What follows belongs to an exercise in optimizing a design on an open flow for small area; a production flow would make more cautious choices. Only the layout flow was run in this run; the RTL was not checked for function there. Power figures rest on the tool's default switching activity, not on a simulated workload.

[flow/flow/run.sh]
#!/bin/bash
# The standard layout (standard.sh), with three changes:
# - every port gets the smallest buffer cell (sky130_fd_sc_hd__buf_1);
# - the clock tree uses clkbuf_8/clkbuf_4 buffers and no dummy loads;
# - ABC maps the logic for area only (flow/area.abc instead of the
#   standard abc_area.script); the rest of the synthesis is the standard flow's own.
# Each tool's output goes to standard.log and to ORFS's logs under orfs/.
set -euo pipefail
W=$PWD
export BUFFER_PORTS_ARGS="-buffer_cell sky130_fd_sc_hd__buf_1"
export CTS_ARGS="-sink_clustering_enable -repair_clock_nets -dont_use_dummy_load -buf_list sky130_fd_sc_hd__clkbuf_4 -root_buf sky130_fd_sc_hd__clkbuf_8"
cat > "$W/flow_synth.tcl" <<EOF
proc abc {args} {
  set i [lsearch -exact \$args -script]
  if { \$i >= 0 } { lset args [expr { \$i + 1 }] $W/flow/area.abc }
  yosys abc {*}\$args
}
source $W/synth_recipe.tcl
EOF
sed "s#SYNTH_SCRIPT=[^ ]*#SYNTH_SCRIPT=$W/flow_synth.tcl#" standard.sh > standard_area.sh
bash standard_area.sh > standard.log 2>&1
[flow/flow/area.abc]
strash
&get -n
&dch
&nf -p -R 1000 -F 8 -C 32
&put
topo
stime -c
dnsize -c
[flow/standard.sh]
#!/bin/bash
# synth_recipe.tcl (not shown) runs the flow's synth.tcl, then flattens the netlist and writes it again
# the make line also repeats each setting of config.mk as NAME=value (left out here)
make -C /OpenROAD-flow-scripts/flow DESIGN_CONFIG=/design/flow/config.mk WORK_HOME=/design/flow/orfs CLKGATE_MAP_FILE= SYNTH_SCRIPT=/design/flow/synth_recipe.tcl "${@:-finish}"
[flow/config.mk]
export PLATFORM = sky130hd
export DESIGN_NAME = alu_adder
export DESIGN_NICKNAME = alu_adder
export VERILOG_FILES = /design/flow/design.v
export SDC_FILE = /design/flow/constraint.sdc
export NUM_CORES = 4
export LEC_CHECK = 0
export ABC_AREA = 1
export CAP_MARGIN = 20
export CORE_MARGIN = 2
export CORE_UTILIZATION = 40
export SLEW_MARGIN = 20
[flow/design.v]
module alu_adder (
    input             clk,
    input             rst,
    input             req_valid,
    output            req_ready,
    input      [7:0]  ctrl,
    input      [31:0] src,
    input      [31:0] dest,
    input             flag_we,
    input      [5:0]  flag_wdata,
    output reg        resp_valid,
    output     [31:0] result,
    output     [5:0]  flags,
    output reg        faulted,
    output     [2:0]  fault_cause
);
    localparam K_X = 3'd0, K_R = 3'd1, K_H = 3'd2, K_M = 3'd3;
    localparam K_D = 3'd4, K_G = 3'd5, K_I = 3'd6, K_S = 3'd7;
    localparam P0 = 3'b001, P1 = 3'b010, P2 = 3'b101, P3 = 3'b011;
    localparam P4 = 3'b111, P5 = 3'b110, P6 = 3'b100;
    reg cf, pf, af, zf, sf, of;
    assign flags = {of, sf, zf, af, pf, cf};
    reg [2:0]  ph;
    assign fault_cause = {ph[1], ~ph[1], ph[0]};
    reg [4:0]  cnt;
    reg        t;           
    reg [31:0] A;
    reg [31:0] Q;
    assign result = A;
    reg  [6:0] ctrl_r;
    wire [4:0] op = ctrl_r[4:0];
    wire [1:0] wc = ctrl_r[6:5];
    wire illegal_op = ctrl[7] | (ctrl[4:0] > 5'd16);
    wire illegal_w  = (ctrl[6:5] == 2'b11);
    wire bad = illegal_op | illegal_w;
    wire op_addsub = (op[4:2] == 3'b000);           
    wire op_sub    = op[1];
    wire op_carry  = op[0];
    wire op_mul    = (op == 5'd4) | (op == 5'd5);
    wire op_div    = (op == 5'd6) | (op == 5'd7);
    wire op_mod    = (op == 5'd8) | (op == 5'd9);
    wire op_dm     = op_div | op_mod;
    wire op_signed = op[0] & (op_mul | op_dm);      
    wire op_logic  = (op == 5'd10) | (op == 5'd11) | (op == 5'd12);
    wire op_shl    = (op == 5'd13) | (op == 5'd16);
    wire op_shr    = (op == 5'd14);
    wire op_sar    = (op == 5'd15);
    wire op_shrx   = op_shr | op_sar;
    wire w8  = (wc == 2'b00);
    wire w16 = (wc == 2'b01);
    wire g1 = wc[1] | wc[0];
    wire g2 = wc[1];
    wire [31:0] mask = {{16{g2}}, {8{g1}}, 8'hFF};
    function msb_w(input [31:0] x, input [1:0] c);
        msb_w = c[1] ? x[31] : c[0] ? x[15] : x[7];
    endfunction
    wire sn = msb_w(src, wc);
    wire dn = msb_w(dest, wc);
    wire pn = sn ^ dn;                            
    wire [4:0] c = src[4:0];
    wire c_zero = (c == 5'd0);
    wire c_big  = w8 ? (c[4] | c[3]) : w16 ? c[4] : 1'b0;    
    wire [4:0] c_at = {(g2 | op_shl) ? c[4] : 1'b1, (w8 & ~op_shl) ? 1'b1 : c[3], c[2:0]};
    wire at_c = (cnt == c_at);
    wire last = (cnt == 5'd0);
    reg [2:0] kind;
    always @(*) begin
        kind = K_X;
        if (op_addsub)
            kind = (ph == P0) ? K_X : K_R;
        else if (op_logic)
            kind = (ph == P2) ? K_G : K_X;
        else if (op_mul)
            case (ph)
                P0, P1, P3: kind = K_X;
                P2: kind = K_M;
                default: kind = K_H;
            endcase
        else if (op_dm)
            case (ph)
                P0, P1, P2, P5: kind = K_X;
                P3: kind = K_D;
                P4: kind = op_mod ? K_R : K_H;
                default: kind = K_H;
            endcase
        else if (op_shl)
            kind = (ph == P0) ? K_X : K_I;
        else
            kind = (ph == P2) ? K_S : K_X;
    end
    reg ins, x32on, mk;
    reg ys, yd, inv, cin;
    reg qbit;
    wire [32:0] x = {A[31] & x32on, A[30:0], ins};
    wire [31:0] ysm = {{16{ys & g2}}, {8{ys & g1}}, {8{ys}}};
    wire [31:0] ydm = {{16{yd & g2}}, {8{yd & g1}}, {8{yd}}};
    wire [31:0] ivm = {{16{inv & g2}}, {8{inv & g1}}, {8{inv}}};
    wire [31:0] y = ((ysm & src) | (ydm & dest)) ^ ivm;
    wire [33:0] cy;
    wire [33:0] S;
    assign cy[0] = cin;
    genvar i;
    generate
        for (i = 0; i < 32; i = i + 1) begin : g_fa
            assign S[i] = x[i] ^ y[i] ^ cy[i];
            assign cy[i+1] = (x[i] & y[i]) | (x[i] & cy[i]) | (y[i] & cy[i]);
        end
    endgenerate
    assign S[32] = x[32] ^ cy[32];
    assign cy[33] = x[32] & cy[32];
    assign S[33] = cy[33];
    wire s_w   = wc[1] ? S[32] : wc[0] ? S[16] : S[8];       
    wire s_w1  = wc[1] ? S[33] : wc[0] ? S[17] : S[9];       
    wire s_msb = msb_w(S[31:0], wc);                         
    wire q_top = msb_w(Q, wc);                               
    wire q_chk = wc[1] ? Q[30] : wc[0] ? Q[14] : Q[6];       
    wire n_zf = ((S[31:0] & mask) == 32'd0);
    wire n_pf = ~^S[7:0];
    wire n_sf = s_msb;
    wire kill8  = mk & w8;
    wire kill16 = mk & w16;
    reg ready_c;         
    reg fault_c;         
    reg wflags;          
    reg n_cf, n_of;
    reg t_n;
    wire sub_step = ~t;                           
    wire neg = op_signed & (op_mod ? dn : pn);    
    always @(*) begin
        ins = 1'b0; x32on = 1'b1; mk = 1'b1;
        ys = 1'b0; yd = 1'b0; inv = 1'b0; cin = 1'b0;
        qbit = Q[31];
        ready_c = 1'b0; fault_c = 1'b0; wflags = 1'b0;
        n_cf = 1'b0; n_of = 1'b0;
        t_n = t;
        case (kind)
            K_X: begin
                mk = 1'b0;
                qbit = A[31];
                if ((op_mul & (ph == P1)) | (op_dm & (ph == P2))) t_n = 1'b0;
                if (last) begin
                    if (ph == P0) begin
                        if (op_addsub | op_shrx) begin
                            yd = 1'b1;
                        end else if (op_mul) begin
                            ys = 1'b1; inv = op_signed & sn; cin = op_signed & sn;
                        end else if (op_dm | op_logic) begin
                            ys = 1'b1;
                            t_n = n_zf;
                        end
                    end else if (ph == P1) begin
                        if (op_dm) begin
                            yd = 1'b1; inv = op_signed & dn; cin = op_signed & dn;
                        end else if (op_logic) begin
                            yd = 1'b1;
                        end else if (op_shrx) begin
                            inv = op_sar & dn;             
                            if (c_big) begin
                                ready_c = 1'b1; wflags = 1'b1;
                                n_cf = S[0];
                                n_of = op_shr & dn;
                            end
                        end
                    end
                end
                if (op_dm & (ph == P1) & t) begin
                    ready_c = 1'b1; fault_c = 1'b1;    
                end
            end
            K_R: begin
                ins = A[31]; x32on = 1'b0; mk = last;
                if (last) begin
                    ys = op_addsub | t;
                    if (op_addsub) begin
                        inv = op_sub;
                        cin = op_sub ^ (op_carry & cf);
                        ready_c = 1'b1; wflags = 1'b1;
                        n_cf = s_w ^ op_sub;
                        n_of = (dn ~^ (sn ^ op_sub)) & (s_msb ^ dn);
                    end else begin
                        inv = t & op_signed & sn; cin = t & op_signed & sn;
                        t_n = op_signed & ~pn & q_chk;
                    end
                end
            end
            K_H: begin
                ins = Q[31] ^ neg;
                if (last) begin
                    cin = neg;
                    ready_c = 1'b1;
                    if (op_mul) begin
                        wflags = 1'b1;
                        n_cf = t | (op_signed & ~((n_sf == pn) | n_zf));
                        n_of = n_cf;
                    end else if (op_div) begin
                        fault_c = op_signed & ~pn & n_sf;
                    end else begin
                        fault_c = t;
                    end
                end
            end
            K_M: begin
                yd = Q[31];
                inv = Q[31] & op_signed & dn; cin = Q[31] & op_signed & dn;
                t_n = t | s_w | s_w1;
            end
            K_D: begin
                ins = Q[31];
                ys = 1'b1;
                inv = sub_step ^ (op_signed & sn); cin = sub_step ^ (op_signed & sn);
                t_n = s_w ^ sub_step;
                qbit = ~(s_w ^ sub_step);
            end
            K_G: begin
                mk = 1'b0;
                ins = (op == 5'd10) ? (A[31] & Q[31]) :
                      (op == 5'd11) ? (A[31] | Q[31]) : (A[31] ^ Q[31]);
                if (last) begin
                    ready_c = 1'b1; wflags = 1'b1;
                end
            end
            K_I: begin
                yd = at_c;
                if (last) begin
                    ready_c = 1'b1; wflags = ~c_zero;
                    n_cf = s_w;
                    n_of = s_w ^ s_msb;
                end
            end
            default: begin   
                ins = q_top;
                if (at_c) begin
                    ready_c = 1'b1; wflags = ~c_zero;
                    n_cf = q_chk;                  
                    n_of = op_shr & dn;
                end
            end
        endcase
        if (bad) begin
            ready_c = 1'b1; fault_c = 1'b1;
        end
    end
    wire active = req_valid & ~faulted;
    assign req_ready = ~faulted & ready_c;
    wire accept = active & ready_c;
    wire [31:0] a_keep = {14'h3FFF, ~kill16, ~kill16, 6'h3F, ~kill8, ~kill8, 8'hFF};
    always @(posedge clk) begin
        A <= S[31:0] & a_keep;
        ctrl_r <= ctrl[6:0];
        Q <= {Q[30:0], qbit};
        t <= t_n;
    end
    wire fc_lo = bad ? ~illegal_op : (kind == K_H);
    always @(posedge clk) begin
        if (rst) begin
            ph <= P0;
            cnt <= 5'd31;
            resp_valid <= 1'b0;
            faulted <= 1'b0;
            {of, sf, zf, af, pf, cf} <= 6'd0;
        end else begin
            resp_valid <= accept & ~fault_c;
            if (faulted) begin
            end else if (~active | accept) begin
                ph <= (accept & fault_c) ? {1'b0, bad, fc_lo} : P0;
                cnt <= 5'd31;
            end else begin
                cnt <= cnt - 5'd1;
                if (last) ph <= {ph[1:0], ph[2] ^ ph[1]};    
            end
            if (accept & fault_c) faulted <= 1'b1;
            if (accept & ~fault_c & wflags) begin
                cf <= n_cf;
                pf <= n_pf;
                zf <= n_zf;
                sf <= n_sf;
                of <= n_of;
            end
            if (flag_we) {of, sf, zf, af, pf, cf} <= flag_wdata;
        end
    end
endmodule
[flow/constraint.sdc]
create_clock -name core_clock -period 20.0 [get_ports {clk}]
set_input_delay 4.0000 -clock core_clock [delete_from_list [all_inputs] [get_ports {clk}]]
set_output_delay 4.0000 -clock core_clock [all_outputs]
set_load 0.01 [all_outputs]
==> impl_metrics.py <==
metrics = {
    "status": {
        "status": "complete, no violations",
    },
    "drt": {
        "wl_um": 13600,
        "drtIter0Drc": 324,
        "vias": 4313,
        "viasPerCell": 5.57,
        "drc": 0,
        "ant_nets": 0,
        "wl_per_cell_um": 17.6,
        "first_pass_iters": 5,
    },
    "critical_path": {
        "r2r_cells": 55,
        "critPathSlowestCell": "fa_1",
        "cp.required_ps": 20290,
        "crit_arrival_ps": 19630,
        "worst-path-buf-inv": 4,
        "reg2reg_slack_ps": 1810,
        "worstPathMaxFanout": 9,
        "max_stage_delay_ps": 550,
        "reg2reg_from": "ctrl_r[3]",
        "reg2reg_to": "cf",
        "endpoint_kind": "flip-flop",
        "start_kind": "primary input",
        "path_class": "in -> reg",
        "crit_family": "adder cells",
        "crit_top_cell": "fa_1",
    },
    "clock_network": {
        "cts_tree": "yes",
        "clkSlewWorstSetupHoldPaths_ps": 100,
        "root_buffer": "clkbuf_8",
        "cts_made_buffers": 9,
        "ctsHtreeMaxLevel": 3,
        "clockBufferDepth": 2,
        "clock_latency_ps": 380,
        "clock_sinks": 88,
    },
    "timing": {
        "rsz0062_at_grt": "no",
        "finalCriticalPeriod_ps": 19340,
        "layout_setup_ws_ps": 656,
        "fin_crit_sh": 0.967,
        "fin_skew_ps": 24.6,
        "setup_viol": 0,
        "whs_ps": 311,
        "maxSlewHeadroom": 0.377,
        "slew_violations": 0,
        "fin_setup_tns_ps": 0,
        "worst_pin_slew_ps": 925,
        "fmax_mhz": 51.7,
        "hold_viol": 0,
    },
    "place": {
        "gp_congestion": 0.967,
        "io_buffers": 125,
        "dp.cells": 763,
        "place_ws_ps": 120,
        "dpl.hpwl_um": 10700,
    },
    "cells_and_area": {
        "syn_to_final_growth_pct": 17.9,
        "fin_nets": 757,
        "stdcell_count": 775,
        "fillerInstances": 1169,
        "drive_above_1_share": 0.0459,
        "num_antenna_cells": 0,
    },
    "synth": {
        "yosysMostFrequentCell": "dfxtp_1",
        "syn_nets": 616,
        "synth-seq-cells": 88,
        "syn-cell-area_um2": 4790,
        "synthTopCellsByArea": "dfxtp_1, fa_1, xnor2_1, a22oi_1, nor2_1",
        "synth_cell_types": 50,
        "synth_top_area_cell": "dfxtp_1",
        "yosysTopAreaCellShare": 0.363,
        "synth_common_cells": "dfxtp_1, nor2_1, xnor2_1, a22oi_1, fa_1",
        "synth-edff-count": 1,
        "yosysSeqAreaShare": 0.370,
        "synth_flop_cell": "dfxtp_1",
        "syn_inst": 493,
        "syn_avg_cell_area_um2": 9.73,
        "async_reset_ff_frac": 0,
        "ys_warn_count": 1,
    },
    "pwr": {
        "p_leak_nw": 1.98,
        "ir_drop_mv": 0.0373,
        "power_density_nw_per_um2": 112,
    },
    "global_routing": {
        "gr-usage-all-layers": 0.217,
        "first_global_vias": 4340,
        "grt_first_pass_wirelength_um": 21800,
        "antenna_found_initial": 0,
        "grt_max_degree": 19,
        "globalRouteOverflowTotal": 0,
    },
    "die": {
        "placeableCoreArea_um2": 11600,
        "num_rows": 39,
        "dieArea_um2": 12900,
        "start_util": 0.415,
        "die_y_um": 113,
        "die_w_um": 113,
        "ios": 126,
    },
    "min_path": {
        "whs_endpoint": "Q[9]",
        "hold_depth": 0,
        "min_path_type": "reg -> reg",
        "worstHoldStart": "Q[8]",
    },
    "job": {
        "maxCapViolations": 0,
    },
}
## cell families after synthesis
group           count (synthesis)  synth area share
mux                             3           0.00652
buf+inv                        35            0.0337
compound gates                127             0.184
xor+xnor                       49            0.0895
fa+ha+maj                      41             0.157
flops                          88             0.370
simple gates                  150             0.159
## worst max-delay path by stage
stage,start,end,cells after the start
4_1_cts,dest[31],zf,52
2_1_floorplan,dest[31],t,49
3_5_place_dp,dest[31],zf,52
3_3_place_gp,dest[31],pf,52
5_1_grt,dest[31],cf,52
6_report,dest[31],cf,52
## layout by cell type (no fill, tap or decap), types with 4 or more instances in the layout
cell type,count
buf_1,125
dfxtp_1,87
nor2_1,44
xnor2_1,41
a22oi_1,34
a21oi_1,31
fa_1,31
clkinv_1,27
nand2_1,23
nor2b_1,14
o21ai_0,13
buf_4,13
nor3_1,12
nor4_1,10
and2_0,9
ha_1,9
clkbuf_8,9
nand3_1,8
xor2_1,8
nand2b_1,5
or2_0,5
nor3b_1,4
nand3b_1,4
a221o_1,4
a222oi_1,4
o22ai_1,4
o41ai_1,4
## metrics by stage
step           power [W]  cell area, um2  utilization
3_3_place_gp    0.000536            5460        0.472
4_1_cts         0.000638            5590        0.483
5_1_grt         0.000686            5650        0.489
6_report        0.000635            5650        0.489
3_5_place_dp    0.000537            5460        0.472
2_1_floorplan   0.000446            4790            -
## timing repair
action | CTS | global route
endpoints found under the setup margin | 0 | 8
hold buffers | 0 | 0
buffers inserted | 0 | 3
gates resized for setup | 0 | 8
## sequential cells by signal, indices dropped and copies added (netlist names)
register / flops
cf: 1
of: 1
af: 1
resp_valid: 1
A: 32
ctrl_r: 7
sf: 1
t: 1
cnt: 5
pf: 1
ph: 3
zf: 1
faulted: 1
Q: 32
## per-layer routing
layer,track usage,routed length (um),vias to the layer above
met2,0.352,6360,182
met1,0.283,5950,2050
met4,0.102,398,0
met3,0.0404,901,31
li1,-,-,2050
met5,0,0,-
## layout make-up
type / instances / area [um2] / area share
Inverter: 27 / 101 / 0.0179
Tap cell: 143 / 179 / 0.0317
Timing Repair Buffer: 138 / 567 / 0.100
Clock buffer: 9 / 124 / 0.0219
Sequential cell: 88 / 1770 / 0.313
Multi-Input combinational cell: 370 / 2910 / 0.515
## where the power goes
group	leakage (nW)	total, W	switching [W]	internal [W]
Clock	0.0647	0.0000975	0.0000572	0.0000403
Combinational	1.17	0.000243	0.000139	0.000103
Sequential	0.739	0.000295	0.0000474	0.000247

-- static timing again, ports no longer ideal --
How much do the figures lean on ideal ports? The routed layout below was timed once more, with nothing changed but the port constraints. Step 1: set_driving_cell puts a clkbuf_16 on clk and a buf_2 on each other input, an assumption about the parent block. Step 2 times the ports against the registers' clock, not the clock port: input delays grow and output delays shrink by t, the midpoint of the rising clock arrivals with the driver on. Slacks: ideal ports / drivers / drivers and shift; pairs: ideal ports / drivers.
t (ns): 0.402
slack for setup (ns): 0.656 / 0.665 / 0.263
worst slew at a driven data input, ns: 0.05
After both steps setup and hold are still met in this run. The setup slack of this run moves by +0.009 ns with the drivers and by -0.393 ns with both steps.
